Source: an optimization exercise on an open RTL-to-GDS flow (aim: small area, a short achievable clock period and few clock cycles). Production flows keep margins and buffers that such runs may drop. In this exercise RTL edits were held to simulation tests only and were not proved equivalent to the original. Power is estimated from default activity; no workload was simulated.

--- flow/run.sh ---
#!/bin/bash
# The standard layout (the standard.sh, unchanged synthesis), with a timing
# repair target below the clock period, port buffers that are plain buffers,
# and cell sizing not held to the same footprint.
set -euo pipefail
bash standard.sh synth > synth.log 2>&1
bash standard.sh SETUP_SLACK_MARGIN=6.5 MATCH_CELL_FOOTPRINT=0 \
    "BUFFER_PORTS_ARGS=-buffer_cell sky130_fd_sc_hd__buf_2" finish > layout.log 2>&1
--- design.v ---
module rk_gpio (
    input              clk,
    input              rst,
    input              cmd_valid,
    output             cmd_ready,
    input      [31:0]  cmd_desc,
    input      [31:0]  cmd_data,
    output             rsp_valid,
    output     [2:0]   rsp_status,
    output     [31:0]  rsp_data,
    output             disp_valid,
    output     [7:0]   disp_irq,
    output             disp_exit,
    input      [63:0]  pad_in,
    output     [63:0]  pad_out,
    output     [63:0]  pad_oe,
    output     [63:0]  pull_en,
    output     [1:0]   bank_irq
);
    localparam ST_OK = 3'd0, ST_RANGE = 3'd1, ST_TRIG = 3'd2, ST_PULL = 3'd3,
               ST_MALFORMED = 3'd5, ST_INVREG = 3'd6, ST_GATED = 3'd7;
    wire [7:0]  op  = cmd_desc[31:24];
    wire [3:0]  fa  = cmd_desc[23:20];
    wire [3:0]  fz  = cmd_desc[19:16];
    wire [15:0] pin = cmd_desc[15:0];
    wire [7:0]  fb  = cmd_desc[15:8];
    wire [7:0]  fr  = cmd_desc[7:0];
    wire o_rd   = (op == 8'h01), o_wr  = (op == 8'h02), o_sb  = (op == 8'h03);
    wire o_wm   = (op == 8'h04) | (op == 8'h05);
    wire o_sdir = (op == 8'h10), o_slev = (op == 8'h11), o_glev = (op == 8'h12);
    wire o_pull = (op == 8'h13), o_trig = (op == 8'h14), o_req  = (op == 8'h15);
    wire o_toirq = (op == 8'h16);
    wire o_ien  = (op == 8'h20), o_idis = (op == 8'h21), o_iack = (op == 8'h22);
    wire o_wake = (op == 8'h23);
    wire o_dmx  = (op == 8'h30), o_susp = (op == 8'h40), o_res  = (op == 8'h41);
    wire o_reg  = o_rd | o_wr | o_sb;
    wire o_pin  = o_sdir | o_slev | o_glev | o_pull | o_trig | o_req | o_toirq |
                  o_ien | o_idis | o_iack | o_wake;
    wire known  = o_reg | o_wm | o_pin | o_dmx | o_susp | o_res;
    wire flag_a = o_sb | o_sdir | o_slev | o_wake;
    wire code_a = o_pull | o_trig | o_wm;
    wire hi_nz  = |pin[15:6];                             
    wire b_bad  = |fb[7:1];                               
    wire r_bad  = (|fr[7:4]) | (fr[3] & (|fr[2:0]));      
    wire z_ok   = (fz == 4'd0);
    wire a0     = (fa == 4'd0);
    wire a01    = ~(|fa[3:1]);
    wire p_ok   = z_ok & ~hi_nz;
    wire mal1 = ~known;
    wire mal2 = ~z_ok | (flag_a & ~a01) | (~flag_a & ~code_a & ~a0) | (o_wm & (fa >= 4'd3));
    wire mal3 = (o_dmx & (|fr)) | ((o_susp | o_res) & (|pin));
    wire inv  = (o_reg & (b_bad | r_bad)) | o_wm | (o_dmx & b_bad);
    wire rng  = o_pin & hi_nz;
    wire pul  = o_pull & (fa != 4'd0) & (fa != 4'd3);
    wire trg  = o_trig & (fa > 4'd4);
    wire a_rdok = o_rd & z_ok & a0 & ~b_bad;
    wire a_wrok = ((o_wr & a0) | (o_sb & a01)) & z_ok & ~b_bad;
    wire a_reg  = (a_rdok | a_wrok) & ~r_bad;
    wire a_sdir = o_sdir & p_ok & a01;
    wire a_slev = o_slev & p_ok & a01;
    wire a_glev = o_glev & p_ok & a0;
    wire a_pull = o_pull & p_ok & ((fa == 4'd0) | (fa == 4'd3));
    wire a_trig = o_trig & p_ok & (fa <= 4'd4);
    wire a_toirq = o_toirq & p_ok & a0;
    wire a_ien  = (o_ien | o_idis) & p_ok & a0;
    wire a_iack = o_iack & p_ok & a0;
    wire a_wake = o_wake & p_ok & a01;
    wire a_dmx  = o_dmx & z_ok & a0 & (fr == 8'd0) & ~b_bad;
    wire a_susp = o_susp & z_ok & a0 & (pin == 16'd0);
    wire a_res  = o_res & z_ok & a0 & (pin == 16'd0);
    wire [31:0] a_pm = 32'd1 << pin[4:0];
    reg        ready_q;          
    reg        v_q;              
    reg        c_mal1, c_mal2, c_mal3, c_inv, c_rng, c_pul, c_trg;
    reg        c_rgok;           
    reg        c_pgok;           
    reg [7:0]  c_rd;             
    reg [8:0]  c_w;              
    reg        c_wall;           
    reg        c_glev, c_toirq, c_dmx, c_susp, c_res;
    reg        c_bank;
    reg        c_v, c_vity, c_vipl, c_vtm, c_cm;
    reg [31:0] dm;               
    wire        ld;              
    always @(posedge clk) begin
        if (ld) begin
            c_mal1  <= mal1;
            c_mal2  <= mal2;
            c_mal3  <= mal3;
            c_inv   <= inv;
            c_rng   <= rng;
            c_pul   <= pul;
            c_trg   <= trg;
            c_rgok  <= a_reg;
            c_pgok  <= a_sdir | a_slev | a_glev | a_pull | a_trig | a_ien | a_iack;
            c_rd    <= {8{a_rdok}} & {fr == 8'd8, fr == 8'd6, fr == 8'd5, fr == 8'd4,
                                      fr == 8'd3, fr == 8'd2, fr == 8'd1, fr == 8'd0};
            c_w     <= {a_wake, a_trig,
                        (a_wrok & (fr == 8'd7)) | a_iack,
                        (a_wrok & (fr == 8'd8)) | a_pull,
                        (a_wrok & (fr == 8'd5)) | a_trig,
                        (a_wrok & (fr == 8'd4)) | a_trig,
                        (a_wrok & (fr == 8'd3)) | a_ien,
                        (a_wrok & (fr == 8'd1)) | a_slev,
                        (a_wrok & (fr == 8'd0)) | a_sdir | a_trig};
            c_wall  <= o_wr;
            c_glev  <= a_glev;
            c_toirq <= a_toirq;
            c_dmx   <= a_dmx;
            c_susp  <= a_susp;
            c_res   <= a_res;
            c_bank  <= o_pin ? pin[5] : fb[0];
            c_v     <= ~o_trig & (o_ien | (~o_idis & fa[0]));    
            c_vity  <= o_reg ? fa[0] : (fa[2] | fa[1]);
            c_vipl  <= o_reg ? fa[0] : (fa[1] ^ fa[0]);
            c_vtm   <= fa[2];
            c_cm    <= o_wr | fa[0] | o_iack;
            dm      <= o_reg ? cmd_data : o_toirq ? {25'd0, 1'b1, pin[5:0]} : a_pm;
        end
    end
    reg [63:0] dir, dr, inten, inttype, intpol, pull, tmask, wake, saved, latch;
    reg [1:0]  clk_on;
    reg [63:0] env_q;            
    reg [63:0] s_prev;           
    reg [1:0]  sup;              
    reg        rst_q;            
    reg        eng_act;          
    reg        eng_bank, eng_acked;
    reg [4:0]  eng_ptr;          
    reg        rsp_v;
    reg [2:0]  rsp_st;
    reg [31:0] rsp_d;            
    reg        dsp_v, dsp_x;
    reg [5:0]  dsp_i;
    reg [1:0]  birq_q;
    wire [63:0] pad = (dir & dr) | (~dir & env_q);
    wire [63:0] s   = ~(pad ^ intpol);
    wire [63:0] con = {{32{clk_on[1] & ~sup[1]}}, {32{clk_on[0] & ~sup[0]}}};
    wire [63:0] lte = latch | (con & inten & inttype & ~s_prev & s);
    wire [63:0] isr = inten & ((inttype & lte) | (~inttype & s));
    wire go    = v_q & ~eng_act;
    wire bon   = c_bank ? clk_on[1] : clk_on[0];       
    wire gchk  = c_rgok | c_pgok | c_dmx;
    wire gated = (gchk & ~bon) | (c_susp & ~(&clk_on));
    wire [2:0] ex_st = (c_mal1 | c_mal2 | c_mal3) ? ST_MALFORMED : c_inv ? ST_INVREG :
                       c_rng ? ST_RANGE : c_pul ? ST_PULL : c_trg ? ST_TRIG :
                       gated ? ST_GATED : ST_OK;
    wire x_dmx = go & c_dmx & bon;
    wire        rq = rst_q;
    wire [31:0] md    = {32{c_wall | rq}} | dm;                   
    wire [31:0] ce    = ({32{c_cm}} & dm) | {32{rq}};             
    wire [31:0] V_sh  = {32{~rq}} & (c_wall ? dm : {32{c_v}});
    wire [31:0] V_ity = {32{~rq}} & (c_wall ? dm : {32{c_vity}});
    wire        dbank = eng_act ? eng_bank : c_bank;
    wire [31:0] b_isr = c_bank ? isr[63:32] : isr[31:0];
    wire [31:0] ilr_s = dbank ? inttype[63:32] : inttype[31:0];
    reg  [31:0] below;
    integer k;
    always @* for (k = 0; k < 32; k = k + 1) below[k] = (k < eng_ptr);
    wire [31:0] cand   = eng_act ? (rsp_d & below) : b_isr;
    wire        dmx_go = x_dmx | eng_act;
    wire [31:0] t_any [0:5];
    wire [31:0] t_mul [0:5];
    wire [31:0] t_ex  [0:5];
    wire [4:0]  t_ix  [0:5][0:31];
    genvar g, h;
    generate
        for (h = 0; h < 32; h = h + 1) begin : leaf
            assign t_any[0][h] = cand[h];
            assign t_mul[0][h] = 1'b0;
            assign t_ex[0][h]  = ilr_s[h];
            assign t_ix[0][h]  = 5'd0;
        end
        for (g = 1; g <= 5; g = g + 1) begin : lvl
            for (h = 0; h < (32 >> g); h = h + 1) begin : node
                wire aH = t_any[g-1][2*h+1], aL = t_any[g-1][2*h];
                assign t_any[g][h] = aH | aL;
                assign t_mul[g][h] = t_mul[g-1][2*h+1] | t_mul[g-1][2*h] | (aH & aL);
                assign t_ex[g][h]  = aH ? t_ex[g-1][2*h+1] : t_ex[g-1][2*h];
                assign t_ix[g][h]  = aH ? (t_ix[g-1][2*h+1] | (5'd1 << (g-1))) : t_ix[g-1][2*h];
            end
            for (h = (32 >> g); h < 32; h = h + 1) begin : pad0
                assign t_any[g][h] = 1'b0;
                assign t_mul[g][h] = 1'b0;
                assign t_ex[g][h]  = 1'b0;
                assign t_ix[g][h]  = 5'd0;
            end
        end
    endgenerate
    wire       any   = t_any[5][0];
    wire       multi = t_mul[5][0];
    wire [4:0] top   = t_ix[5][0];
    wire       top_x = t_ex[5][0];
    wire [1:0] bsel = {c_bank & clk_on[1], ~c_bank & clk_on[0]};
    wire [1:0] r_dir = {2{c_rd[0]}} & bsel;
    wire [1:0] r_dr  = {2{c_rd[1]}} & bsel;
    wire [1:0] r_pad = {2{c_rd[2]}} & bsel;
    wire [1:0] r_ien = {2{c_rd[3]}} & bsel;
    wire [1:0] r_ity = {2{c_rd[4]}} & bsel;
    wire [1:0] r_ipl = {2{c_rd[5]}} & bsel;
    wire [1:0] r_isr = {2{c_rd[6] | c_dmx}} & bsel;
    wire [1:0] r_pul = {2{c_rd[7]}} & bsel;
    wire [1:0] r_lev = {2{c_glev}} & bsel;
    reg  [31:0] rval;
    reg         glev;
    integer j;
    always @* begin
        rval = 32'd0;
        glev = 1'b0;
        for (j = 0; j < 2; j = j + 1) begin
            rval = rval | ({32{r_dir[j]}} & dir[j*32 +: 32]) | ({32{r_dr[j]}} & dr[j*32 +: 32]) |
                          ({32{r_pad[j]}} & pad[j*32 +: 32]) | ({32{r_ien[j]}} & inten[j*32 +: 32]) |
                          ({32{r_ity[j]}} & inttype[j*32 +: 32]) | ({32{r_ipl[j]}} & intpol[j*32 +: 32]) |
                          ({32{r_isr[j]}} & isr[j*32 +: 32]) | ({32{r_pul[j]}} & pull[j*32 +: 32]);
            glev = glev | (r_lev[j] & (|(pad[j*32 +: 32] & dm)));
        end
    end
    wire [31:0] ex_d = rval | ({32{c_toirq}} & dm) | {31'd0, glev};
    wire [63:0] n_dir, n_dr, n_inten, n_inttype, n_intpol, n_pull, n_tmask,
                n_wake, n_saved, n_latch;
    wire [1:0]  n_clk_on, n_sup;
    generate
        for (g = 0; g < 2; g = g + 1) begin : gb
            wire sel   = go & (c_bank == g);
            wire gsel  = sel & clk_on[g];                 
            wire w_dir = (gsel & c_w[0]) | rq;
            wire w_dr  = (gsel & c_w[1]) | rq;
            wire w_ien = (gsel & c_w[2]) | rq;
            wire w_ity = (gsel & c_w[3]) | rq;
            wire w_ipl = (gsel & c_w[4]) | rq;
            wire w_pul = (gsel & c_w[5]) | rq;
            wire w_clr = (gsel & c_w[6]) | rq;
            wire w_tm  = (gsel & c_w[7]) | rq;
            wire w_wk  = (sel  & c_w[8]) | rq;
            wire susp  = go & c_susp & clk_on[g];
            wire res   = go & c_res;
            wire dmx   = x_dmx & (c_bank == g);
            wire [31:0] q_dir = dir[g*32 +: 32],   q_dr  = dr[g*32 +: 32];
            wire [31:0] q_ien = inten[g*32 +: 32], q_ity = inttype[g*32 +: 32];
            wire [31:0] q_ipl = intpol[g*32 +: 32], q_pul = pull[g*32 +: 32];
            wire [31:0] q_tm  = tmask[g*32 +: 32], q_wk  = wake[g*32 +: 32];
            wire [31:0] q_sv  = saved[g*32 +: 32], q_lte = lte[g*32 +: 32];
            wire [31:0] q_pad = pad[g*32 +: 32],   q_isr = isr[g*32 +: 32];
            wire [31:0] q_env = env_q[g*32 +: 32];
            wire [31:0] m_dir = {32{w_dir}} & md;
            wire [31:0] m_dr  = {32{w_dr}}  & md;
            wire [31:0] m_ien = {32{w_ien}} & md;
            wire [31:0] m_ity = {32{w_ity}} & md;
            wire [31:0] m_ipl = {32{w_ipl}} & md;
            wire [31:0] m_pul = {32{w_pul}} & md;
            wire [31:0] m_tm  = {32{w_tm}}  & md;
            wire [31:0] m_wk  = {32{w_wk}}  & md;
            wire [31:0] m_dmx = {32{dmx}} & q_isr & q_tm;
            wire [31:0] clr   = {32{w_clr}} & ce;
            wire [31:0] V_ipl = {32{~rq}} & (c_wall ? dm : c_vtm ? ~q_env : {32{c_vipl}});
            wire [31:0] d_icm = (m_ipl & V_ipl) | (~m_ipl & q_ipl);
            assign n_dir[g*32 +: 32]     = (m_dir & V_sh)  | (~m_dir & q_dir);
            assign n_dr[g*32 +: 32]      = (m_dr  & V_sh)  | (~m_dr  & q_dr);
            assign n_inttype[g*32 +: 32] = (m_ity & V_ity) | (~m_ity & q_ity);
            assign n_intpol[g*32 +: 32]  = (m_dmx & ~q_pad) | (~m_dmx & d_icm);
            assign n_pull[g*32 +: 32]    = (m_pul & V_sh)  | (~m_pul & q_pul);
            assign n_tmask[g*32 +: 32]   = (m_tm & {32{c_vtm & ~rq}}) | (~m_tm & q_tm);
            assign n_wake[g*32 +: 32]    = (m_wk & V_sh) | (~m_wk & q_wk);
            assign n_inten[g*32 +: 32]   = susp ? q_wk :
                                           res  ? (q_sv | (q_isr & q_wk)) :
                                                  ((m_ien & V_sh) | (~m_ien & q_ien));
            assign n_saved[g*32 +: 32]   = (susp | rq) ? (q_ien & {32{~rq}}) : q_sv;
            assign n_latch[g*32 +: 32]   = ~clr & q_lte;
            assign n_clk_on[g] = rq | res | (susp ? (|q_wk) : clk_on[g]);
            assign n_sup[g]    = dmx;
        end
    endgenerate
    wire v_n   = ready_q ? cmd_valid : (v_q & ~go);
    wire eng_n = dmx_go & multi;
    assign ld  = ~(eng_act & v_q);
    always @(posedge clk) begin
        env_q  <= pad_in;
        s_prev <= s;
        rst_q  <= rst;
        birq_q <= {|isr[63:32], |isr[31:0]};
        dir <= n_dir;  dr <= n_dr;  inten <= n_inten;  inttype <= n_inttype;
        intpol <= n_intpol;  pull <= n_pull;  tmask <= n_tmask;  wake <= n_wake;
        saved <= n_saved;  latch <= n_latch;  clk_on <= n_clk_on;  sup <= n_sup;
        if (!eng_act) begin
            rsp_st <= ex_st;
            rsp_d  <= ex_d;
        end
        dsp_x  <= top_x & ~(eng_act & eng_acked);
        dsp_i  <= {dbank, top};
        if (dmx_go) begin
            eng_bank  <= dbank;
            eng_ptr   <= top;
            eng_acked <= (eng_act & eng_acked) | top_x;
        end
        if (rst) begin
            ready_q <= 1'b1;
            v_q     <= 1'b0;
            eng_act <= 1'b0;
            rsp_v   <= 1'b0;
            dsp_v   <= 1'b0;
        end else begin
            v_q     <= v_n;
            eng_act <= eng_n;
            ready_q <= ~(eng_n & v_n);
            rsp_v   <= (go & ~(x_dmx & multi)) | (eng_act & ~multi);
            dsp_v   <= dmx_go & any;
        end
    end
    assign cmd_ready  = ready_q;
    assign rsp_valid  = rsp_v;
    assign rsp_status = rsp_st;
    assign rsp_data   = rsp_d;
    assign disp_valid = dsp_v;
    assign disp_irq   = {2'b01, dsp_i};
    assign disp_exit  = dsp_x;
    assign pad_out    = dr;
    assign pad_oe     = dir;
    assign pull_en    = pull;
    assign bank_irq   = birq_q;
endmodule
--- config.mk ---
export PLATFORM = sky130hd
export DESIGN_NAME = rk_gpio
export DESIGN_NICKNAME = rk_gpio
export VERILOG_FILES = /design/flow/design.v
export SDC_FILE = /design/flow/constraint.sdc
export NUM_CORES = 8
export LEC_CHECK = 0
export CAP_MARGIN = 20
export CORE_MARGIN = 2
export CORE_UTILIZATION = 50
export CTS_BUF_LIST = sky130_fd_sc_hd__clkbuf_8
export CTS_CLUSTER_DIAMETER = 60
export CTS_CLUSTER_SIZE = 12
export SLEW_MARGIN = 20
--- standard.sh ---
#!/bin/bash
# synth_recipe.tcl (not shown) runs the flow's synth.tcl, then flattens the netlist and writes it again
# the make line also repeats each setting of config.mk as NAME=value (left out here)
make -C /OpenROAD-flow-scripts/flow DESIGN_CONFIG=/design/flow/config.mk WORK_HOME=/design/flow/orfs CLKGATE_MAP_FILE= SYNTH_SCRIPT=/design/flow/synth_recipe.tcl "${@:-finish}"
--- constraint.sdc ---
create_clock -name core_clock -period 10.0 [get_ports {clk}]
set_input_delay 2.0000 -clock core_clock [delete_from_list [all_inputs] [get_ports {clk}]]
set_output_delay 2.0000 -clock core_clock [all_outputs]
set_load 0.01 [all_outputs]
==> results of run 1 <==
==> where the power goes <==
group | total (W) | internal, W | switching (W)
clock network | 0.00260 | 0.00113 | 0.00147
registers | 0.00442 | 0.00422 | 0.000191
logic | 0.00109 | 0.000336 | 0.000757
total | 0.00811 | 0.00569 | 0.00242
==> kinds of logic (layout without fill, tap and decap cells) <==
kind of cell,after synthesis,after routing,share of synthesized area
flip-flops,899,899,0.555
adder cells (fa/ha/maj),2,2,0.000558
AO/OA/AOI/OAI,1456,1457,0.212
buffers and inverters,455,822,0.0393
multiplexers,96,96,0.0236
XOR/XNOR,64,64,0.0125
AND/OR/NAND/NOR,1478,1480,0.157
other,2,15,0.000168
==> cell type report <==
class,count,area [um^2],area share
Antenna cell,13,32.5,0.000639
Clock buffer,102,1400,0.0276
Clock inverter,72,520,0.0102
Inverter,101,383,0.00752
Sequential cell,899,24900,0.489
Tap cell,1165,1460,0.0286
Timing Repair Buffer,547,3390,0.0665
Multi-Input combinational cell,3101,18900,0.370
==> routing by layer <==
layer / routed length, um / share of wire
met1: 77300 / 0.35
met3: 35600 / 0.16
met2: 91800 / 0.41
met4: 19300 / 0.086
met5: 85 / 0.00038
==> how the worst min path moves through the flow <==
| stage | start | endpoint | slack (ns) | cells past startpoint |
|---|---|---|---|---|
| floorplan | latch[27] | latch[27] | 0.46 | 2 |
| global placement | latch[27] | latch[27] | 0.47 | 2 |
| detailed placement | latch[27] | latch[27] | 0.48 | 2 |
| CTS | latch[27] | latch[27] | 0.49 | 2 |
| global route | latch[58] | latch[58] | 0.53 | 2 |
| finish | latch[27] | latch[27] | 0.50 | 2 |
==> metrics by stage <==
stage | power [W] | area (um^2) | hold slack, ns
final | 0.00811 | 50900 | 0.497
after floorplan | 0.00498 | 44900 | 0.456
after global placement | 0.00547 | 47800 | 0.472
after detailed placement | 0.00548 | 47800 | 0.479
after CTS | 0.00799 | 50300 | 0.494
after global routing | 0.00826 | 50900 | 0.526
==> synth_stat cells (all sizes together) (11+ instances only) <==
master,n,share of area
o21ai,422,0.047
a211oi,16,0.0028
o211a,12,0.0027
mux2,54,0.014
xnor2,49,0.0096
nand4,118,0.016
buf,39,0.0044
a221oi,60,0.012
a222oi,23,0.0051
a41oi,42,0.0082
a21o,43,0.0072
nor2,593,0.050
dfxtp,211,0.094
nor3,98,0.011
o211ai,16,0.0027
o22ai,64,0.0089
inv,100,0.0084
nor4,28,0.0042
nand3,104,0.012
nand2b,29,0.0042
nand2,240,0.020
and2,37,0.0052
or2,23,0.0032
a31o,11,0.0021
xor2,15,0.0029
and3,57,0.0080
a22oi,145,0.024
a21oi,375,0.042
edfxtp,688,0.46
nor2b,98,0.014
a21bo,24,0.0054
a221o,35,0.0078
clkbuf,315,0.026
a22o,34,0.0066
mux2i,40,0.0090
a31oi,19,0.0027
==> what timing repair did <==
item                                    CTS  global route
resized for setup                        45            36
pin swaps                                 5             9
gates cloned                              1             3
buffers inserted                         49            30
endpoints found under the setup margin  342            82
==> metrics.md, run 1 <==
| Metric | Value |
|---|---|
| I/O pin total | `372` |
| Worst-Margin Slew | `1.39 ns` |
| Share of layout cells above drive strength 1 | `0.194` |
| Worst R2R Setup Slack | `around 6.4 ns` |
| Core area | `between 80000 and 90000 um^2` |
| CTS buffer count | `94` |
| Antenna viol nets, final | `0` |
| Slack of the critical path | `6.36 ns` |
| Total track usage | `0.471` |
| DRC violations left | `0` |
| Sequential area share after synthesis | `0.555` |
| Synth cell types | `95` |
| Hold Fails Final Rpt | `0` |
| Total Wirelength | `224000 um` |
| Dpl hpwl | `149000 um` |
| Crit path buf inv count | `1` |
| Setup_tns | `0 ns` |
| Finished Layout Cells | `6000` |
| Met3 Use GR | `0.159` |
| FF-to-FF End | `eng_acked` |
| First-pass iteration count of the detailed router | `8` |
| GRT busiest layer | `met2` |
| Final setup viols | `0` |
| # fillers | `7881` |
| Vias in the first global route | `40000` |
| Yosys reg bits | `899` |
| Commonest non-fill, non-tap cell in the layout | `edfxtp_1` |
| CTS tree | `yes` |
| Initial antenna violation count | `16` |
| Fraction of registers with async set/reset | `0` |
| Max-slew violations | `0` |
| Max Fclk | `275 MHz` |
| Fin util | `0.575` |
| Placed cells | `~5700` |
| Most frequent cells in the layout | `edfxtp_1 (688), nor2_1 (565), o21ai_0 (416)` |
| GR Util met1 | `0.603` |
| Avg Cell Area, Syn | `between 10 and 15 um^2` |
| Period utilization | `0.364` |
| Initial drt markers | `8338` |
| Unrepaired setup endpoints after global routing | `yes` |
| Critical path type | `flip-flop to output port` |
| Setup crit start kind | `flip-flop` |
| Mapped Nets | `4585` |
| Critical Path AT | `roughly 1.6 ns` |
| Worst Clk Skew | `0.0666 ns` |
| Worst r2r src | `clk_on[1]` |
| Hold Buf Count CTS | `0` |
| Syn Std Cell Area | `between 40000 and 50000 um^2` |
| DR vias/cell | `7.30` |
| CTS max path bufs | `3` |
| Met2 demand-to-capacity share in global routing | `0.674` |
| Drt wl/cell | `37.3 um` |
| Vias | `43800` |
| Placer Congestion | `1.08` |
| Die X | `303 um` |
| DIE AREA | `~92000 um^2` |
| Top_reg_cell synth | `edfxtp_1` |
| Outcome | `timing/DRC/antenna clean` |
| First-pass GRT wire length | `303000 um` |
| Worst EP required | `8.00 ns` |
| Worst path depth | `1` |
| CTS Sinks | `between 800 and 900` |
| Max-cap violations | `0` |
| Maximum fanout along the worst path | `2` |
| Critical path capture point | `rsp_data[2]` |
| Cells after Synth | `between 4000 and 5000` |
| Crit-path slowest cell | `edfxtp_1` |
| Worst Setup SP | `rsp_d[2]` |
| Worst min path class | `flip-flop to flip-flop` |
| Nets | `between 4000 and 5000` |
| Initial Util | `0.506` |
| Clock latency on the worst-skew pair | `0.85 ns` |
| Clock transition at path regs | `0.09 ns` |
| Area delta synth->final | `13.6%` |
| Slew HR | `0.0702` |
| Worst r2r path cells | `9` |
| Row cnt | `109` |
| EDFF count, synth | `688` |
| Max incr delay on CP | `0.58 ns` |
| Synth Warn # | `1` |
| Largest net degree at the start of global routing | `101` |
| Kind of cell adding the most delay to the critical path | `flip-flops` |
| Power Density | `roughly 160 nW/um^2` |
| Overflow after GRT | `0` |
| CP Capture Type | `output port` |
| Chip Height | `303 um` |
| Final period demand of the worst path | `3.64 ns` |
| I/O Buffers | `369` |
| LEAKAGE | `18.9 nW` |
| DP Worst Slack | `5.60 ns` |
| Clock Tree Root | `clkbuf_8` |
| Peak supply drop | `0.107 mV` |
| H-tree lvl count | `3` |
| CP Cell Sequence | `buf_6` |
Testbench counts, summed over its fixed seeds: cycles 5,593.
==> run 2: changes to the inputs <==
--- a/flow/run.sh
+++ b/flow/run.sh
@@ -6,3 +6,3 @@
 bash standard.sh synth > synth.log 2>&1
 bash standard.sh SETUP_SLACK_MARGIN=6.5 MATCH_CELL_FOOTPRINT=0 \
-    "BUFFER_PORTS_ARGS=-buffer_cell sky130_fd_sc_hd__buf_2" finish > layout.log 2>&1
+    "BUFFER_PORTS_ARGS=-buffer_cell sky130_fd_sc_hd__buf_1" finish > layout.log 2>&1
==> config.mk (replaced) <==
export PLATFORM = sky130hd
export DESIGN_NAME = rk_gpio
export DESIGN_NICKNAME = rk_gpio
export VERILOG_FILES = /design/flow/design.v
export SDC_FILE = /design/flow/constraint.sdc
export NUM_CORES = 8
export LEC_CHECK = 0
export CAP_MARGIN = 10
export CORE_MARGIN = 2
export CORE_UTILIZATION = 50
export CTS_BUF_LIST = sky130_fd_sc_hd__clkbuf_16
export CTS_CLUSTER_DIAMETER = 100
export CTS_CLUSTER_SIZE = 20
export SLEW_MARGIN = 10
==> run 2 against run 1 <==
Compared with the run above: sequential share of layout area up 1.2 points; global-route usage up 0.23 points; worst hold slack improved by 0.011 ns; maximum frequency up 1.6%; wire length barely moved; synthesized area did not move; critical path depth increased by 5; sequential power is essentially flat; count of clock-buffer cells in the layout down 49; final cell count shrank 2.1%; first-iteration DRC count decreased by 8.2%; critical path type is now flip-flop to flip-flop; highest routed layer unchanged.
==> metrics.md, run 2 <==
| Metric | Value |
|---|---|
| Outcome | `timing/DRC/antenna clean` |
| Dpl hpwl | `approximately 150000 um` |
| CTS buffer count | `51` |
| Post-placement cell area | `about 47000 um^2` |
| H-tree lvl count | `2` |
| Row cnt | `around 110` |
| Overflow after GRT | `0` |
| Top_reg_cell synth | `edfxtp_1` |
| Clock latency on the worst-skew pair | `a little under 0.7 ns` |
| Sequential area share after synthesis | `0.555` |
| Post-synth top area share | `0.461` |
| Setup_tns | `0 ns` |
| Drt wl/cell | `38.2 um` |
| Critical path type | `flip-flop to flip-flop` |
| Clock Tree Root | `clkbuf_16` |
| First-pass iteration count of the detailed router | `9` |
| Hold WS | `0.507 ns` |
| Power Density | `~160 nW/um^2` |
| CTS Sinks | `899` |
| Yosys reg bits | `899` |
| Initial antenna violation count | `16` |
| Top layer in use | `met5` |
| Worst EP required | `10.55 ns` |
| Area delta synth->final | `10.8%` |
| Max-cap violations | `0` |
| CP Capture Type | `flip-flop` |
| Yosys top cell by area | `edfxtp_1` |
| Final period demand of the worst path | `around 3.6 ns` |
| Antenna viol nets, final | `0` |
| Syn Std Cell Area | `44800 um^2` |
| Post-synth top cells | `edfxtp_1 (688), nor2_1 (592), o21ai_0 (418)` |
| LEAKAGE | `17.4 nW` |
| Initial Util | `0.506` |
| Worst min path class | `flip-flop to flip-flop` |
| WL met3 | `34100 um` |
| I/O Buffers | `between 300 and 400` |
| Most frequent cells in the layout | `edfxtp_1 (688), nor2_1 (582), o21ai_0 (416)` |
| Nets | `4796` |
| First-pass GRT wire length | `304000 um` |
| Share of layout cells above drive strength 1 | `0.0963` |
| Cell with the most instances after synthesis | `edfxtp_1` |
| Slew HR | `0.130` |
| Initial drt markers | `7657` |
| Final setup viols | `0` |
| Vias | `around 43000` |
| Hold Fails Final Rpt | `0` |
| Fraction of registers with async set/reset | `0` |
| DIE AREA | `92000 um^2` |
| Vias in the first global route | `approximately 39000` |
| EDFF count, synth | `688` |
| Die X | `303 um` |
| Commonest non-fill, non-tap cell in the layout | `edfxtp_1` |
| Cells after Synth | `roughly 4500` |
| Metal-1 WL | `between 70000 and 80000 um` |
| DR vias/cell | `about 7.4` |
| Unrepaired setup endpoints after global routing | `yes` |
| Hold Buf Count CTS | `0` |
| Peak supply drop | `0.134 mV` |
| DRC violations left | `0` |
| Chip Height | `303 um` |
| Mapped Nets | `4585` |
| Maximum fanout along the worst path | `18` |
| Top post-synthesis cells by area | `edfxtp_1 (46%), dfxtp_1 (9.4%), nor2_1 (5.0%)` |
| CTS tree | `yes` |
| Max-slew violations | `0` |
| Synth cell types | `95` |
| CTS max path bufs | `3` |
| Largest net degree at the start of global routing | `73` |
| Placer Congestion | `1.05` |
| Worst Clk Skew | `~0.028 ns` |
| Met2 WL | `approximately 93000 um` |
| I/O pin total | `372` |
| Core area | `88600 um^2` |
| Total track usage | `0.473` |
| Avg Cell Area, Syn | `10.1 um^2` |
| Synth Warn # | `1` |
| Period utilization | `0.358` |
| Setup crit start kind | `flip-flop` |
| Total Wirelength | `224000 um` |
| Clock transition at path regs | `roughly 0.1 ns` |
| Layout Cell Area excl Fill | `49700 um^2` |
| Critical Path AT | `4.13 ns` |
| Worst-Margin Slew | `between 1 and 1.5 ns` |
| Max Fclk | `279 MHz` |
==> run 2: cell count changes in the layout (fill, tap and decap cells not counted), sizes merged <==
cell	change
clkinv	-6
clkinvlp	-10
buf	-37
nand2b	-1
bufinv	-7
clkbuf	-49
diode	-8
inv	-10
==> run 2: metrics by stage <==
stage / instances / utilization / setup WS, ns / total power (W)
2_1_floorplan: 4452 / - / 6.45 / 0.00498
3_3_place_gp: 5729 / 0.535 / 5.62 / 0.00547
3_5_place_dp: 5730 / 0.535 / 5.56 / 0.00547
4_1_cts: 5848 / 0.556 / 6.40 / 0.00769
5_1_grt: 5867 / 0.560 / 6.49 / 0.00794
6_report: 5872 / 0.560 / 6.42 / 0.00780
==> run 2: critical path, stage by stage, from the launching register on <==
cell	delay, ns
dfxtp_1	0.63
nor2b_2	0.57
and2_2	0.53
and3b_2	0.73
buf_4	0.59
and3_1	0.24
mux2_2	0.14
==> run 2: what timing repair did <==
action                     CTS  global route
gates cloned                 1             1
buffers inserted            25            16
pin swaps                    5             7
resized for setup           38            54
setup endpoints to repair  295           111
==> run 2: final cells by class <==
cell class	instances	area [um^2]
well taps	1165	1460
flip-flops and latches	899	24900
clock inverters	39	158
clock buffers	53	1330
inverters	101	379
multi-input cells	3100	18800
repair buffers	510	2600
fillers	8080	39000
diodes	5	12.5
==> run 2: kinds of logic (layout without fill, tap and decap cells) <==
kind of cell / count (synthesis) / in the layout / synth area share
other: 2 / 7 / 0.000168
AOI/OAI and AO/OA: 1456 / 1457 / 0.212
muxes: 96 / 96 / 0.0236
adders and majority gates: 2 / 2 / 0.000558
buffers and inverters: 455 / 703 / 0.0393
xor gates and xnor gates: 64 / 64 / 0.0125
and+or+nand+nor: 1478 / 1479 / 0.157
DFF: 899 / 899 / 0.555
==> run 2: path summary, 6_finish.rpt <==
path / cells past startpoint / endpoint / slack (ns) / from
max: 6 / flip-flop / 6.42 / v_q
min: 2 / latch[58] / 0.51 / latch[58]
max reg2reg: 6 / flip-flop / 6.42 / v_q
min reg2reg: 2 / latch[58] / 0.51 / latch[58]
==> run 2: layer usage <==
metal,vias to the layer above,global-route usage
met5,-,0
met4,18,0.290
met3,939,0.141
met2,4014,0.692
met1,21100,0.618
li1,17200,-
==> run 2: power breakdown <==
group	switching [W]	internal (W)	total (W)
Combinational	0.000769	0.000319	0.00109
Clock	0.00134	0.000964	0.00230
Sequential	0.000185	0.00422	0.00441
==> run 3: changes to the inputs <==
--- a/flow/run.sh
+++ b/flow/run.sh
@@ -5,4 +5,4 @@
 set -euo pipefail
 bash standard.sh synth > synth.log 2>&1
-bash standard.sh SETUP_SLACK_MARGIN=6.5 MATCH_CELL_FOOTPRINT=0 \
+bash standard.sh SETUP_SLACK_MARGIN=6.5 MATCH_CELL_FOOTPRINT=0 RECOVER_POWER=100 \
     "BUFFER_PORTS_ARGS=-buffer_cell sky130_fd_sc_hd__buf_1" finish > layout.log 2>&1
==> run 3 against run 2 <==
Compared with the run above: first-iteration DRC count is 0.68% lower; sequential share of layout area increased by 0.53 points; clock power about the same; clock skew is 0.0038 ns lower; via count shrank 0.34%; critical path depth grew 4; non-clock buffer count is the same; highest routed layer unchanged; final cell count barely moved; now fails the layout checks on capacitance limit, slew limit; global-route usage unchanged; count of clock-buffer cells in the layout unchanged.
==> metrics.md, run 3 <==
| Metric | Value |
|---|---|
| Outcome | `complete, but fails checks` |
| Layout check fault list | `capacitance limit, slew limit` |
| CTS max path bufs | `3` |
| DR vias/cell | `7.34` |
| Row cnt | `109` |
| Max-slew violations | `974` |
| Post-synth top area share | `0.461` |
| Setup crit start kind | `flip-flop` |
| Period utilization | `0.696` |
| Logic gate share of total power | `0.137` |
| Worst Clk Skew | `between 0.02 and 0.025 ns` |
| Max incr delay on CP | `2.96 ns` |
| Power Internal | `0.00550 W` |
| Drt wl/cell | `roughly 38 um` |
| Sequential area share after synthesis | `0.555` |
| I/O pin total | `372` |
| Avg Cell Area, Syn | `10.1 um^2` |
| DIE AREA | `92000 um^2` |
| Worst path depth | `10` |
| Unrepaired setup endpoints after global routing | `yes` |
| Placer Congestion | `1.05` |
| Chip Height | `303 um` |
| Die X | `303 um` |
| Yosys top cell by area | `edfxtp_1` |
| LEAKAGE | `17.2 nW` |
| DRC violations left | `0` |
| Share of layout cells above drive strength 1 | `0.0691` |
| Top post-synthesis cells by area | `edfxtp_1 (46%), dfxtp_1 (9.4%), nor2_1 (5.0%)` |
| Total track usage | `0.473` |
| FF-to-FF End | `eng_ptr[1]` |
| Vias | `43200` |
| Crit-path slowest cell | `clkbuf_1` |
| Max-cap violations | `36` |
| Largest net degree at the start of global routing | `73` |
| CTS Sinks | `~900` |
| Final setup viols | `0` |
| Yosys reg bits | `899` |
| Hold Crit Depth | `2` |
| CP Capture Type | `flip-flop` |
| Fraction of registers with async set/reset | `0` |
| Clock latency on the worst-skew pair | `0.68 ns` |
| Mapped Nets | `4585` |
| Hold Fails Final Rpt | `0` |
| Worst EP required | `10.35 ns` |
| Antenna viol nets, final | `0` |
| Initial drt markers | `~7600` |
| Area delta synth->final | `9.64%` |
| Cell with the most instances after synthesis | `edfxtp_1` |
| Dpl hpwl | `approximately 150000 um` |
| Worst-Margin Slew | `about 4.4 ns` |
| Clock transition at path regs | `roughly 0.10 ns` |
| CTS buffer count | `51` |
| Commonest non-fill, non-tap cell in the layout | `edfxtp_1` |
| Hold Buf Count CTS | `0` |
| CTS tree | `yes` |
| Cells after Synth | `roughly 4500` |
| Synth Warn # | `1` |
| HP Start | `latch[58]` |
| Max Fclk | `144 MHz` |
| I/O Buffers | `approximately 370` |
| Overflow after GRT | `0` |
| Maximum fanout along the worst path | `42` |
| Kind of cell adding the most delay to the critical path | `buffers and inverters` |
| Syn Std Cell Area | `between 40000 and 50000 um^2` |
| H-tree lvl count | `2` |
| CP Cell Sequence | `clkbuf_1 -> clkinv_1 -> clkbuf_1 -> nor2_1 -> a31o_2 -> a211oi_1 -> o21ai_0 -> a211o_1 -> a211oi_1 -> o221ai_1` |
| Initial antenna violation count | `16` |
| Nets | `4796` |
| Worst min path class | `flip-flop to flip-flop` |
| # fillers | `roughly 8000` |
| First-pass GRT wire length | `304000 um` |
| Slew HR | `-1.92` |
| Synth cell types | `95` |
| Clock Tree Root | `clkbuf_16` |
| Vias in the first global route | `39400` |
| Power Density | `between 150 and 200 nW/um^2` |
| P_sw | `0.00228 W` |
| Final period demand of the worst path | `6.96 ns` |
| Critical path type | `flip-flop to flip-flop` |
| Post-synth top cells | `edfxtp_1 (688), nor2_1 (592), o21ai_0 (418)` |
| EDFF count, synth | `between 600 and 700` |
| Core area | `between 80000 and 90000 um^2` |
| Initial Util | `0.506` |
| Hold EP | `latch[58]` |
| Most frequent cells in the layout | `edfxtp_1 (688), nor2_1 (584), o21ai_0 (416)` |
| Worst r2r src | `eng_act` |
| Worst R2R Setup Slack | `3.04 ns` |
| Worst r2r path cells | `10` |
| Setup_tns | `0 ns` |
| DP Worst Slack | `around 5.6 ns` |
| First-pass iteration count of the detailed router | `7` |
| Clk pwr share | `0.296` |
| Sequential power share | `0.567` |
| Slack of the critical path | `slightly above 3 ns` |
| Total Wirelength | `roughly 220000 um` |
| Critical Path AT | `about 7.3 ns` |
| Peak supply drop | `0.135 mV` |
| Switching share of power | `0.294` |
| Top_reg_cell synth | `edfxtp_1` |
| Crit path buf inv count | `3` |
[run 3: changes by cell type in the layout (fill, tap and decap cells not counted), sizes merged]
cell    before  now
buf        509  471
clkbuf      54   92
clkinv       2    3
diode        5    9
inv        138  137
[run 3: worst max path at each step]
stage,from,slack (ns),end
floorplan,cmd_desc[29],6.45,dm[10]
global placement,cmd_desc[28],5.62,dm[28]
detailed placement,sup[1],5.56,eng_ptr[1]
CTS,sup[1],6.40,eng_ptr[1]
global route,eng_act,3.26,dsp_x
finish,eng_act,3.04,eng_ptr[1]
[run 3: layer usage]
layer,GRT usage,up-vias,part of all wire
met5,0,-,0.00062
met4,0.290,20,0.081
met3,0.141,949,0.15
met2,0.692,3835,0.41
met1,0.618,21100,0.36
li1,-,17200,-
[run 3: worst reg2reg max path, cell delays in order (launching register included)]
cell      delay (ns)
dfxtp_1         0.45
clkbuf_1        0.59
clkinv_1        0.16
clkbuf_1        2.96
nor2_1          0.33
a31o_2          0.43
a211oi_1        0.46
o21ai_0         0.26
a211o_1         0.35
a211oi_1        0.41
o221ai_1        0.22
[run 3: per-stage QoR]
step / hold slack [ns] / utilization / area (um^2) / total power (W) / instances
finish: 0.506 / 0.554 / 49100 / 0.00778 / 5876
detailed placement: 0.481 / 0.535 / 47400 / 0.00547 / 5730
global placement: 0.475 / 0.535 / 47400 / 0.00547 / 5729
floorplan: 0.456 / - / 44900 / 0.00498 / 4452
global route: 0.540 / 0.554 / 49100 / 0.00792 / 5867
CTS: 0.503 / 0.556 / 49300 / 0.00769 / 5848
[run 3: cell type report]
type / count / area (um^2) / share of cell area
Timing Repair Buffer: 510 / 2410 / 0.0490
Inverter: 101 / 379 / 0.00772
Tap cell: 1165 / 1460 / 0.0297
Sequential cell: 899 / 24900 / 0.507
Antenna cell: 9 / 22.5 / 0.000458
Clock inverter: 39 / 158 / 0.00321
Clock buffer: 53 / 1330 / 0.0270
Multi-Input combinational cell: 3100 / 18500 / 0.376
[run 3: repair_timing]
| item | 4_1_cts | 5_1_grt |
|---|---|---|
| hold endpoints to repair | 0 | 0 |
| pin swaps | 5 | 7 |
| resized for setup | 38 | 54 |
| buffers inserted | 25 | 16 |
| setup endpoints to repair | 295 | 111 |
| gates cloned | 1 | 1 |
[run 3: cell families (layout without fill, tap and decap cells)]
logic type / Yosys count / count (layout) / synth area share
compound gates: 1456 / 1457 / 0.212
flops: 899 / 899 / 0.555
buf+inv: 455 / 703 / 0.0393
xor+xnor: 64 / 64 / 0.0125
simple gates: 1478 / 1479 / 0.157
other cells: 2 / 11 / 0.000168
fa+ha+maj: 2 / 2 / 0.000558
mux: 96 / 96 / 0.0236
[run 3: power by group through the flow]
stage,registers [W],logic [W],clock network (W)
2_1_floorplan,0.00441,0.000569,0
3_3_place_gp,0.00448,0.000984,0
3_5_place_dp,0.00448,0.000993,0
4_1_cts,0.00440,0.00101,0.00228
5_1_grt,0.00442,0.00110,0.00240
6_report,0.00441,0.00107,0.00230
==> run 4: changes to the inputs <==
--- a/flow/run.sh
+++ b/flow/run.sh
@@ -5,4 +5,4 @@
 set -euo pipefail
 bash standard.sh synth > synth.log 2>&1
-bash standard.sh SETUP_SLACK_MARGIN=6.5 MATCH_CELL_FOOTPRINT=0 RECOVER_POWER=100 \
+bash standard.sh SETUP_SLACK_MARGIN=6.2 MATCH_CELL_FOOTPRINT=0 \
     "BUFFER_PORTS_ARGS=-buffer_cell sky130_fd_sc_hd__buf_1" finish > layout.log 2>&1
==> run 4 against run 3 <==
Compared with the run above: the run now finishes clean; synthesized area did not move; core utilization barely moved; final area barely moved; first-iteration DRC count rose by 2.9%.
==> metrics.md, run 4 <==
| Metric | Value |
|---|---|
| Dpl hpwl | `roughly 150000 um` |
| Clock transition at path regs | `0.10 ns` |
| Antenna viol nets, final | `0` |
| Final setup viols | `0` |
| First-pass iteration count of the detailed router | `10` |
| Chip Height | `303 um` |
| Worst min path class | `flip-flop to flip-flop` |
| Hold Fails Final Rpt | `0` |
| Sequential area share after synthesis | `0.555` |
| Die X | `303 um` |
| Share of layout cells above drive strength 1 | `0.0818` |
| Outcome | `timing/DRC/antenna clean` |
| Yosys top cell by area | `edfxtp_1` |
| Worst Setup SP | `sup[1]` |
| Power Internal | `approximately 0.0055 W` |
| Setup_tns | `0 ns` |
| Peak supply drop | `approximately 0.13 mV` |
| CP Cell Sequence | `nand2b_4 -> buf_6 -> nor2_1 -> o221a_2 -> o21ai_0 -> and4_1 -> nand4_1 -> nand2b_2 -> a2111oi_4 -> o31ai_1` |
| CTS tree | `yes` |
| LEAKAGE | `approximately 17 nW` |
| Mapped Nets | `approximately 4600` |
| Drt wl/cell | `37.1 um` |
| P_sw | `0.00224 W` |
| Unrepaired setup endpoints after global routing | `yes` |
| Worst r2r path cells | `10` |
| Fraction of registers with async set/reset | `0` |
| Sequential power share | `0.570` |
| Max incr delay on CP | `around 0.48 ns` |
| Post-synth top area share | `0.461` |
| Commonest non-fill, non-tap cell in the layout | `edfxtp_1` |
| Period utilization | `0.388` |
| DR vias/cell | `7.33` |
| Largest net degree at the start of global routing | `slightly below 100` |
| Setup crit start kind | `flip-flop` |
| Most frequent cells in the layout | `edfxtp_1 (688), nor2_1 (586), o21ai_0 (418)` |
| Avg Cell Area, Syn | `10.1 um^2` |
| Core area | `88600 um^2` |
| CTS buffer count | `51` |
| Max Fclk | `257 MHz` |
| Initial drt markers | `7825` |
| FF-to-FF End | `eng_acked` |
| Cell with the most instances after synthesis | `edfxtp_1` |
| Total track usage | `0.461` |
| Post-synth top cells | `edfxtp_1 (688), nor2_1 (592), o21ai_0 (418)` |
| Critical path capture point | `eng_acked` |
| Switching share of power | `0.290` |
| Worst EP required | `roughly 10 ns` |
| DIE AREA | `between 90000 and 100000 um^2` |
| Final period demand of the worst path | `just under 4 ns` |
| Nets | `4771` |
| I/O pin total | `372` |
| EDFF count, synth | `688` |
| H-tree lvl count | `2` |
| Area delta synth->final | `9.71%` |
| Power Density | `157 nW/um^2` |
| Syn Std Cell Area | `44800 um^2` |
| Worst-Margin Slew | `1.31 ns` |
| Maximum fanout along the worst path | `26` |
| Worst Clk Skew | `0.0248 ns` |
| DRC violations left | `0` |
| Max-cap violations | `0` |
| Slew HR | `0.123` |
| Critical path type | `flip-flop to flip-flop` |
| Crit-path slowest cell | `dfxtp_1` |
| Initial Util | `0.506` |
| Placer Congestion | `1.06` |
| Worst R2R Setup Slack | `6.12 ns` |
| Placed cells | `~5700` |
| Finished Layout Cells | `5866` |
| I/O Buffers | `369` |
| Critical Path AT | `4.31 ns` |
| Top post-synthesis cells by area | `edfxtp_1 (46%), dfxtp_1 (9.4%), nor2_1 (5.0%)` |
| Overflow after GRT | `0` |
| Vias in the first global route | `39300` |
| Max-slew violations | `0` |
| Synth cell types | `95` |
| Worst path depth | `10` |
| Yosys reg bits | `899` |
| Logic gate share of total power | `0.134` |
| First-pass GRT wire length | `roughly 300000 um` |
| CP Capture Type | `flip-flop` |
| Top_reg_cell synth | `edfxtp_1` |
| CTS max path bufs | `3` |
| Crit path buf inv count | `1` |
| Initial antenna violation count | `16` |
| Worst r2r src | `sup[1]` |
| Clock latency on the worst-skew pair | `around 0.69 ns` |
| Clock Tree Root | `clkbuf_16` |
| Vias | `43000` |
| CTS Sinks | `899` |
| Synth Warn # | `1` |
| Row cnt | `109` |
| Cells after Synth | `roughly 4500` |
| Kind of cell adding the most delay to the critical path | `simple AND/OR/NAND/NOR gates` |
| Total Wirelength | `between 200000 and 250000 um` |
| Clk pwr share | `0.296` |
-- run 4: cell types whose count changed in the layout (fill, tap and decap cells not counted), moves of 9 or more --
| cell | change |
|---|---|
| mux2_2 | +49 |
| a21oi_1 | -14 |
| mux2_1 | -49 |
| clkbuf_1 | -38 |
| diode_2 | +12 |
| a21oi_4 | +13 |
| buf_4 | +9 |
-- run 4: cells by family after synthesis --
| kind of cell | after synthesis | synth area share |
|---|---|---|
| compound gates | 1456 | 0.212 |
| xor+xnor | 64 | 0.0125 |
| fa+ha+maj | 2 | 0.000558 |
| buf+inv | 455 | 0.0393 |
| flops | 899 | 0.555 |
| mux | 96 | 0.0236 |
| other cells | 2 | 0.000168 |
| simple gates | 1478 | 0.157 |
-- run 4: what timing repair did --
item,CTS,global route
hold buffers,0,0
gates cloned,1,0
pin swaps,0,2
endpoints found under the setup margin,18,145
gates resized for setup,11,12
buffers inserted,1,11
-- run 4: worst min-delay path: stages (launching register included) --
cell and delay [ns]:
dfxtp_1 0.33, a41oi_1 0.05, a21oi_1 0.10
-- run 4: how the worst min path moves through the flow --
stage,start,end,slack [ns],cells after the start
3_5_place_dp,latch[57],latch[57],0.49,2
5_1_grt,latch[37],latch[37],0.53,2
6_report,latch[8],latch[8],0.51,2
3_3_place_gp,latch[26],latch[26],0.48,2
4_1_cts,latch[8],latch[8],0.51,2
2_1_floorplan,latch[27],latch[27],0.46,2
-- run 4: power by group through the flow --
stage	clock network (W)	registers [W]	logic [W]
floorplan	0	0.00441	0.000569
global placement	0	0.00448	0.000964
detailed placement	0	0.00448	0.000973
CTS	0.00227	0.00440	0.000978
global route	0.00238	0.00442	0.00107
finish	0.00229	0.00441	0.00103
-- run 4: layer usage --
metal / vias to the layer above / GRT usage / share of wire
met4: 10 / 0.295 / 0.078
met1: 21000 / 0.595 / 0.35
met2: 3932 / 0.663 / 0.42
met5: - / 0.00104 / 0.00027
li1: 17200 / - / -
met3: 914 / 0.159 / 0.15
-- run 4: through the flow --
stage               setup WS [ns]  utilization  hold slack, ns  area (um^2)  total power (W)
CTS                          6.12        0.552           0.507        48900          0.00765
global route                 6.07        0.554           0.533        49100          0.00788
finish                       6.12        0.555           0.513        49200          0.00774
global placement             5.40        0.535           0.477        47400          0.00545
floorplan                    6.27            -           0.456        44800          0.00498
detailed placement           5.33        0.535           0.485        47400          0.00546
-- run 4: final cells by class --
type | instances | area [um^2]
fill | 8139 | 39500
sequential | 899 | 24900
multi-input combinational | 3099 | 18600
timing repair buffer | 486 | 2310
tap | 1165 | 1460
clock buffer | 53 | 1330
inverter | 101 | 379
clock inverter | 42 | 170
antenna | 21 | 52.6
==> run 5: changes to the inputs <==
--- a/design.v
+++ b/design.v
@@ -72,4 +72,5 @@
     reg        ready_q;          
     reg        v_q;              
+    reg [1:0]  v_b;              
     reg        c_mal1, c_mal2, c_mal3, c_inv, c_rng, c_pul, c_trg;
     reg        c_rgok;           
@@ -222,5 +223,5 @@
     generate
         for (g = 0; g < 2; g = g + 1) begin : gb
-            wire sel   = go & (c_bank == g);
+            wire sel   = v_b[g] & ~eng_act;
             wire gsel  = sel & clk_on[g];                 
             wire w_dir = (gsel & c_w[0]) | rq;
@@ -272,4 +273,5 @@
     endgenerate
     wire v_n   = ready_q ? cmd_valid : (v_q & ~go);
+    wire bank_n = ld ? (o_pin ? pin[5] : fb[0]) : c_bank;
     wire eng_n = dmx_go & multi;
     assign ld  = ~(eng_act & v_q);
@@ -296,4 +298,5 @@
             ready_q <= 1'b1;
             v_q     <= 1'b0;
+            v_b     <= 2'b00;
             eng_act <= 1'b0;
             rsp_v   <= 1'b0;
@@ -301,4 +304,5 @@
         end else begin
             v_q     <= v_n;
+            v_b     <= {v_n & bank_n, v_n & ~bank_n};
             eng_act <= eng_n;
             ready_q <= ~(eng_n & v_n);
--- a/flow/run.sh
+++ b/flow/run.sh
@@ -5,4 +5,4 @@
 set -euo pipefail
 bash standard.sh synth > synth.log 2>&1
-bash standard.sh SETUP_SLACK_MARGIN=6.2 MATCH_CELL_FOOTPRINT=0 \
+bash standard.sh SETUP_SLACK_MARGIN=6.5 MATCH_CELL_FOOTPRINT=0 \
     "BUFFER_PORTS_ARGS=-buffer_cell sky130_fd_sc_hd__buf_1" finish > layout.log 2>&1
--- a/config.mk
+++ b/config.mk
@@ -12,3 +12,4 @@
 export CTS_CLUSTER_DIAMETER = 100
 export CTS_CLUSTER_SIZE = 20
+export PLACE_DENSITY = 0.75
 export SLEW_MARGIN = 10
==> run 5 against run 4 <==
Compared with the run above: wire length down 7.1%; critical path type unchanged; non-clock buffer count down 1; clock power about the same; the layout now fails its checks (capacitance limit, slew limit); sequential share of layout area grew 0.15 points; die area fell by 0.67%; synthesized area shrank 0.68%; sequential power about the same; largest cell class unchanged; via count shrank 0.96%; count of clock-buffer cells in the layout unchanged; total power down 0.94%; final area shrank 0.15%.
==> metrics.md, run 5 <==
| Metric | Value |
|---|---|
| Outcome | `complete, but fails checks` |
| Layout check fault list | `capacitance limit, slew limit` |
| LEAKAGE | `17.0 nW` |
| Total track usage | `0.428` |
| Most frequent cells in the layout | `edfxtp_1 (687), nor2_1 (580), o21ai_0 (411)` |
| Avg Cell Area, Syn | `10.1 um^2` |
| Maximum fanout along the worst path | `19` |
| Unrepaired setup endpoints after global routing | `yes` |
| Worst R2R Setup Slack | `6.29 ns` |
| Top post-synthesis cells by area | `edfxtp_1 (46%), dfxtp_1 (9.6%), nor2_1 (5.0%)` |
| H-tree lvl count | `2` |
| Sequential power share | `0.574` |
| Power Internal | `0.00550 W` |
| Clk pwr share | `0.302` |
| Max-cap violations | `1` |
| Clock transition at path regs | `0.10 ns` |
| DP Worst Slack | `5.48 ns` |
| Yosys reg bits | `901` |
| DRC violations left | `0` |
| Sequential area share after synthesis | `0.560` |
| Layout Cell Area excl Fill | `49100 um^2` |
| Worst r2r src | `clk_on[0]` |
| Hold Buf Count CTS | `0` |
| Fraction of registers with async set/reset | `0` |
| Post-placement cell area | `47000 um^2` |
| Chip Height | `302 um` |
| Switching share of power | `0.282` |
| Max incr delay on CP | `0.84 ns` |
| Core area | `88200 um^2` |
| Cell with the most instances after synthesis | `edfxtp_1` |
| First-pass iteration count of the detailed router | `9` |
| Cells after Synth | `4393` |
| Worst min path class | `flip-flop to flip-flop` |
| Power Density | `156 nW/um^2` |
| I/O pin total | `roughly 370` |
| CP Cell Sequence | `buf_4 -> nor2b_1 -> and2_2 -> buf_4 -> a221oi_1 -> and3_1 -> nand4_1 -> a221o_1` |
| Nets | `4724` |
| Crit path top cell by count | `buf_4` |
| Final period demand of the worst path | `3.71 ns` |
| Complex-gate fraction of the synthesized area | `0.207` |
| XOR/XNOR Fraction of Synth Area | `0.0129` |
| Setup_tns | `0 ns` |
| Row cnt | `109` |
| Max-slew violations | `17` |
| Vias | `42600` |
| CTS max path bufs | `3` |
| Critical path type | `flip-flop to flip-flop` |
| Placed cells | `roughly 5700` |
| Dpl hpwl | `138000 um` |
| Final setup viols | `0` |
| Peak supply drop | `0.178 mV` |
| Mux share of post-synthesis cell area | `0.0252` |
| Largest net degree at the start of global routing | `82` |
| Initial drt markers | `8996` |
| Overflow after GRT | `0` |
| Initial Util | `0.504` |
| CTS Sinks | `901` |
| DIE AREA | `91400 um^2` |
| Synth cell types | `104` |
| Yosys top cell by area | `edfxtp_1` |
| CP Capture Type | `flip-flop` |
| Initial antenna violation count | `17` |
| Syn Std Cell Area | `roughly 45000 um^2` |
| Drt wl/cell | `34.8 um` |
| Max Fclk | `269 MHz` |
| Total Wirelength | `202000 um` |
| Post-synth top area share | `0.463` |
| Clock latency on the worst-skew pair | `about 0.68 ns` |
| Hold Fails Final Rpt | `0` |
| Slew HR | `-0.0552` |
| Share of layout cells above drive strength 1 | `0.0902` |
| Synth Warn # | `1` |
| Logic gate share of total power | `0.124` |
| I/O Buffers | `about 370` |
| CTS buffer count | `52` |
| DR vias/cell | `7.33` |
| Commonest non-fill, non-tap cell in the layout | `edfxtp_1` |
| Clock Tree Root | `clkbuf_16` |
| EDFF count, synth | `687` |
| First-pass GRT wire length | `280000 um` |
| Worst Clk Skew | `between 0.03 and 0.04 ns` |
| Critical Path AT | `4.26 ns` |
| Die X | `302 um` |
| Period utilization | `0.371` |
| Top_reg_cell synth | `edfxtp_1` |
| Area delta synth->final | `10.3%` |
| Setup crit start kind | `flip-flop` |
| Worst-Margin Slew | `1.58 ns` |
| Simple-Gate Fraction of Synth Area | `0.156` |
| Mapped Nets | `4526` |
| Crit-path slowest cell | `and2_2` |
| Worst Setup SP | `clk_on[0]` |
| Main combinational cell family by area after synthesis | `compound AO/OA/AOI/OAI gates` |
| Critical path capture point | `rsp_d[8]` |
| Worst r2r path cells | `8` |
| Placer Congestion | `1.09` |
| Fin util | `0.556` |
| Post-synth top cells | `edfxtp_1 (687), nor2_1 (594), o21ai_0 (413)` |
| CTS tree | `yes` |
| Slack of the critical path | `6.29 ns` |
| Antenna viol nets, final | `0` |
| Vias in the first global route | `39300` |
| Finished Layout Cells | `5808` |
| FF-to-FF End | `rsp_d[8]` |
| Synthesized-area fraction occupied by adder cells | `0.000787` |
| P_sw | `0.00216 W` |
| Worst EP required | `10.55 ns` |
## run 5: logic make-up after synthesis
group	count (synthesis)
and+or+nand+nor	1465
AOI/OAI and AO/OA	1424
DFF	901
buffers and inverters	432
muxes	102
xor gates and xnor gates	64
adders and majority gates	3
other	2
## run 5: timing repair
action | CTS | global route
setup buffers | 21 | 13
endpoints found under the setup margin | 51 | 64
cloned | 3 | 0
pin swaps | 3 | 6
gates resized for setup | 20 | 31
## run 5: layer usage
layer	vias to the layer above	track usage	part of all wire
met4	16	0.303	0.090
met5	-	0	0.00071
li1	17000	-	-
met2	4435	0.602	0.41
met3	1096	0.168	0.17
met1	20100	0.537	0.33
## run 5: per-stage QoR
stage | hold slack, ns | power (W)
after floorplan | 0.430 | 0.00493
after global placement | 0.453 | 0.00532
after detailed placement | 0.464 | 0.00534
after CTS | 0.459 | 0.00756
after global routing | 0.483 | 0.00780
final | 0.466 | 0.00766
## run 5: area by class of cell
type	instances	area, um^2
antenna	10	25.0
clock buffer	53	1330
clock inverter	43	218
fill	7607	39100
inverter	88	338
multi-input combinational	3062	18500
sequential	901	24900
tap	1165	1460
timing repair buffer	485	2350
timing repair inverter	1	5.00
## run 5: critical path, delay by kind of cell (launching register included)
kind | cells | cell delay, ns
and+or+nand+nor | 4 | 2.00
AOI/OAI and AO/OA | 2 | 0.33
buffers and inverters | 2 | 0.86
DFF | 1 | 0.34
## run 5: worst min path at each step
stage | from | endpoint | slack (ns) | cells after the start
after floorplan | eng_acked | dsp_x | 0.43 | 1
after global placement | eng_acked | dsp_x | 0.45 | 1
after detailed placement | eng_acked | dsp_x | 0.46 | 1
after CTS | eng_acked | dsp_x | 0.46 | 1
after global routing | eng_acked | dsp_x | 0.48 | 1
final | eng_acked | dsp_x | 0.47 | 1
## run 5: power groups by stage
stage	Sequential (W)	Clock (W)	Combinational, W
detailed placement	0.00447	0	0.000872
global placement	0.00447	0	0.000855
finish	0.00440	0.00231	0.000947
floorplan	0.00441	0	0.000529
CTS	0.00439	0.00229	0.000885
global route	0.00441	0.00241	0.000980
Testbench counts of run 5, summed over its fixed seeds: cycles 5,593.
==> run 6: changes to the inputs <==
--- a/config.mk
+++ b/config.mk
@@ -12,4 +12,3 @@
 export CTS_CLUSTER_DIAMETER = 100
 export CTS_CLUSTER_SIZE = 20
-export PLACE_DENSITY = 0.75
 export SLEW_MARGIN = 10
==> run 6 against run 5 <==
Compared with the run above: the run now finishes clean; count of clock-buffer cells in the layout unchanged; global-route usage up 3.7 points; final cell count about the same; combinational power up 5.3%; worst hold slack about the same; synthesized cell count unchanged; maximum frequency up 4.7%; critical path depth up 5; critical endpoint is now eng_acked; largest cell class unchanged; highest routed layer unchanged.
==> metrics.md, run 6 <==
| Metric | Value |
|---|---|
| Placer Congestion | `1.03` |
| Hold Crit Depth | `1` |
| Die X | `302 um` |
| Outcome | `timing/DRC/antenna clean` |
| Synth Warn # | `1` |
| Max incr delay on CP | `0.47 ns` |
| Commonest non-fill, non-tap cell in the layout | `edfxtp_1` |
| Yosys top cell by area | `edfxtp_1` |
| Multi-input logic area | `~19000 um^2` |
| Unrepaired setup endpoints after global routing | `yes` |
| Max-slew violations | `0` |
| Hold Buf Count CTS | `0` |
| CTS Sinks | `901` |
| CP Cell Sequence | `buf_4 -> and2b_1 -> a21oi_2 -> buf_8 -> inv_1 -> buf_6 -> mux2i_1 -> mux2_2 -> mux2i_1 -> o211a_1 -> o211ai_1 -> o311ai_2 -> a21o_1` |
| Overflow after GRT | `0` |
| LEAKAGE | `17.0 nW` |
| Worst-Margin Slew | `1.19 ns` |
| Row cnt | `109` |
| Cell with the most instances after synthesis | `edfxtp_1` |
| Chip Height | `302 um` |
| Setup_tns | `0 ns` |
| Max-cap violations | `0` |
| Final period demand of the worst path | `3.55 ns` |
| Maximum fanout along the worst path | `30` |
| Post-synth top cells | `edfxtp_1 (687), nor2_1 (594), o21ai_0 (413)` |
| Post-placement cell area | `between 40000 and 50000 um^2` |
| Sequential area share after synthesis | `0.560` |
| Slew HR | `0.202` |
| Core area | `slightly below 90000 um^2` |
| CTS max path bufs | `3` |
| Synth cell types | `104` |
| Layout Cell Area excl Fill | `49200 um^2` |
| First-pass GRT wire length | `298000 um` |
| Avg Cell Area, Syn | `roughly 10 um^2` |
| Fraction of registers with async set/reset | `0` |
| Hold Fails Final Rpt | `0` |
| Worst Clk Skew | `between 0.03 and 0.04 ns` |
| Period utilization | `0.355` |
| Top post-synthesis cells by area | `edfxtp_1 (46%), dfxtp_1 (9.6%), nor2_1 (5.0%)` |
| Mapped Nets | `4526` |
| Area delta synth->final | `10.5%` |
| Syn Std Cell Area | `44500 um^2` |
| Initial Util | `0.504` |
| Vias | `around 42000` |
| Clock latency on the worst-skew pair | `0.70 ns` |
| DR vias/cell | `~7.3` |
| Total track usage | `0.465` |
| Total Wirelength | `219000 um` |
| Initial antenna violation count | `14` |
| Yosys reg bits | `about 900` |
| I/O Buffers | `approximately 370` |
| Cells after Synth | `4393` |
| Max Fclk | `282 MHz` |
| Setup crit start kind | `flip-flop` |
| Vias in the first global route | `38800` |
| Clock transition at path regs | `0.10 ns` |
| Critical Path AT | `4.01 ns` |
| Dpl hpwl | `145000 um` |
| EDFF count, synth | `687` |
| DRC violations left | `0` |
| Crit-path slowest cell | `buf_6` |
| Worst r2r path cells | `13` |
| Power Density | `157 nW/um^2` |
| Critical path type | `flip-flop to flip-flop` |
| Drt wl/cell | `around 38 um` |
| Post-synth top area share | `0.463` |
| Nets | `4730` |
| # fillers | `8035` |
| Initial drt markers | `between 7000 and 8000` |
| CTS buffer count | `51` |
| H-tree lvl count | `2` |
| Share of layout cells above drive strength 1 | `0.0957` |
| CP Capture Type | `flip-flop` |
| Worst min path class | `flip-flop to flip-flop` |
| Top_reg_cell synth | `edfxtp_1` |
| Hold WS | `0.466 ns` |
| Final setup viols | `0` |
| Peak supply drop | `around 0.15 mV` |
| I/O pin total | `between 300 and 400` |
| PnR Total Power | `0.00770 W` |
| Antenna viol nets, final | `0` |
| DIE AREA | `91400 um^2` |
| Crit path top cell by count | `mux2i_1` |
| Worst EP required | `roughly 10 ns` |
| Most frequent cells in the layout | `edfxtp_1 (687), nor2_1 (574), o21ai_0 (411)` |
| Reg area | `around 25000 um^2` |
| First-pass iteration count of the detailed router | `9` |
| Clock Tree Root | `clkbuf_16` |
| CTS tree | `yes` |
| Largest net degree at the start of global routing | `72` |
[run 6: cell types whose count changed in the layout (fill, tap and decap cells not counted), moves of 4 or more]
| cell | before | now |
|---|---|---|
| buf_4 | 106 | 113 |
| a21oi_1 | 359 | 355 |
| nor2_1 | 580 | 574 |
| nor2_2 | 8 | 12 |
[run 6: logic make-up (layout without fill, tap and decap cells)]
family	count (synthesis)	after routing	share of synthesized area
muxes	102	102	0.0252
DFF	901	901	0.560
adders and majority gates	3	3	0.000787
other	2	11	0.000169
xor gates and xnor gates	64	64	0.0129
and+or+nand+nor	1465	1467	0.156
AOI/OAI and AO/OA	1424	1424	0.207
buffers and inverters	432	675	0.0378
[run 6: area by class of cell]
type,instances,share of cell area
diodes,9,0.000458
clock buffers,53,0.0270
clock inverters,41,0.00349
inverters,88,0.00679
multi-input cells,3062,0.377
flip-flops and latches,901,0.507
well taps,1165,0.0296
repair buffers,493,0.0488
[run 6: layer usage]
layer  share of wire  up-vias  wire (um)  global-route usage
met5         0.00056        -        122                   0
met2            0.42     3856      90900               0.669
met3            0.15      891      33800               0.147
met1            0.35    20600      76400               0.603
met4           0.080       18      17600               0.308
li1                -    17000          -                   -
[run 6: repair_timing]
| action | in CTS | in global routing |
|---|---|---|
| setup buffers | 18 | 15 |
| gates cloned | 1 | 1 |
| endpoints found under the setup margin | 566 | 228 |
| pin swaps | 6 | 10 |
| gates resized for setup | 44 | 35 |
| endpoints found under the hold margin | 0 | 0 |
[run 6: through the flow]
step	util	std cells	worst slack, ns
2_1_floorplan	-	4393	6.46
3_5_place_dp	0.533	5674	5.43
4_1_cts	0.554	5787	6.46
5_1_grt	0.557	5803	6.39
6_report	0.557	5812	6.45
3_3_place_gp	0.533	5674	5.52
[run 6: report_power, final]
part	leakage, nW	total [W]	internal, W	switching [W]
Clock	0.872	0.00231	0.000966	0.00135
Combinational	7.40	0.000997	0.000288	0.000709
Sequential	8.74	0.00439	0.00422	0.000172
Total	17.0	0.00770	0.00547	0.00223
[run 6: path summary, 6_finish.rpt]
| kind | from | to | slack, ns |
|---|---|---|---|
| max reg2reg | c_bank | eng_acked | 6.45 |
| min | eng_acked | dsp_x | 0.47 |
| min reg2reg | eng_acked | dsp_x | 0.47 |
| max | c_bank | eng_acked | 6.45 |
[run 6: critical path, delay by kind of cell, from the launching register on]
family / cells / cell delay (ns)
AOI/OAI and AO/OA: 5 / 0.96
buffers and inverters: 4 / 1.08
DFF: 1 / 0.35
muxes: 3 / 0.66
and+or+nand+nor: 1 / 0.22

[separate check: timing with driven ports]
How much do the figures lean on ideal ports? The routed layouts below were timed once more, with nothing changed but the port constraints.
Step 1, drivers: a clkbuf_16 drives clk and a buf_2 each remaining input, both assumed.
Step 2 times the ports against the registers' clock, not the clock port: input delays grow and output delays shrink by t, the midpoint of the rising clock arrivals with the driver on.
Three values: no drivers, after step 1, after step 2; two values: the first two.
run | shift t [ns] | setup WS [ns] | worst hold slack (ns) | clock arrival spread, ns | worst slew at a driven data input, ns
run 1 | 0.893 | 6.364 / 6.290 / 5.885 | 0.497 / 0.497 / 0.497 | 0.066 / 0.067 | 0.13
run 2 | 0.748 | 6.420 / 6.413 / 5.954 | 0.507 / 0.507 / 0.507 | 0.029 / 0.029 | 0.05
run 3 | 0.748 | 3.035 / 3.035 / 3.035 | 0.506 / 0.506 / 0.506 | 0.025 / 0.026 | 0.06
run 4 | 0.752 | 6.116 / 6.116 / 5.820 | 0.513 / 0.513 / 0.513 | 0.026 / 0.026 | 0.04
run 5 | 0.734 | 6.287 / 6.287 / 5.906 | 0.466 / 0.466 / 0.466 | 0.039 / 0.040 | 0.07
run 6 | 0.757 | 6.454 / 6.436 / 5.947 | 0.466 / 0.466 / 0.466 | 0.036 / 0.036 | 0.04
For run 6, which loses most, drivers alone change the setup slack by -0.018 ns; drivers and shift together by -0.507 ns.
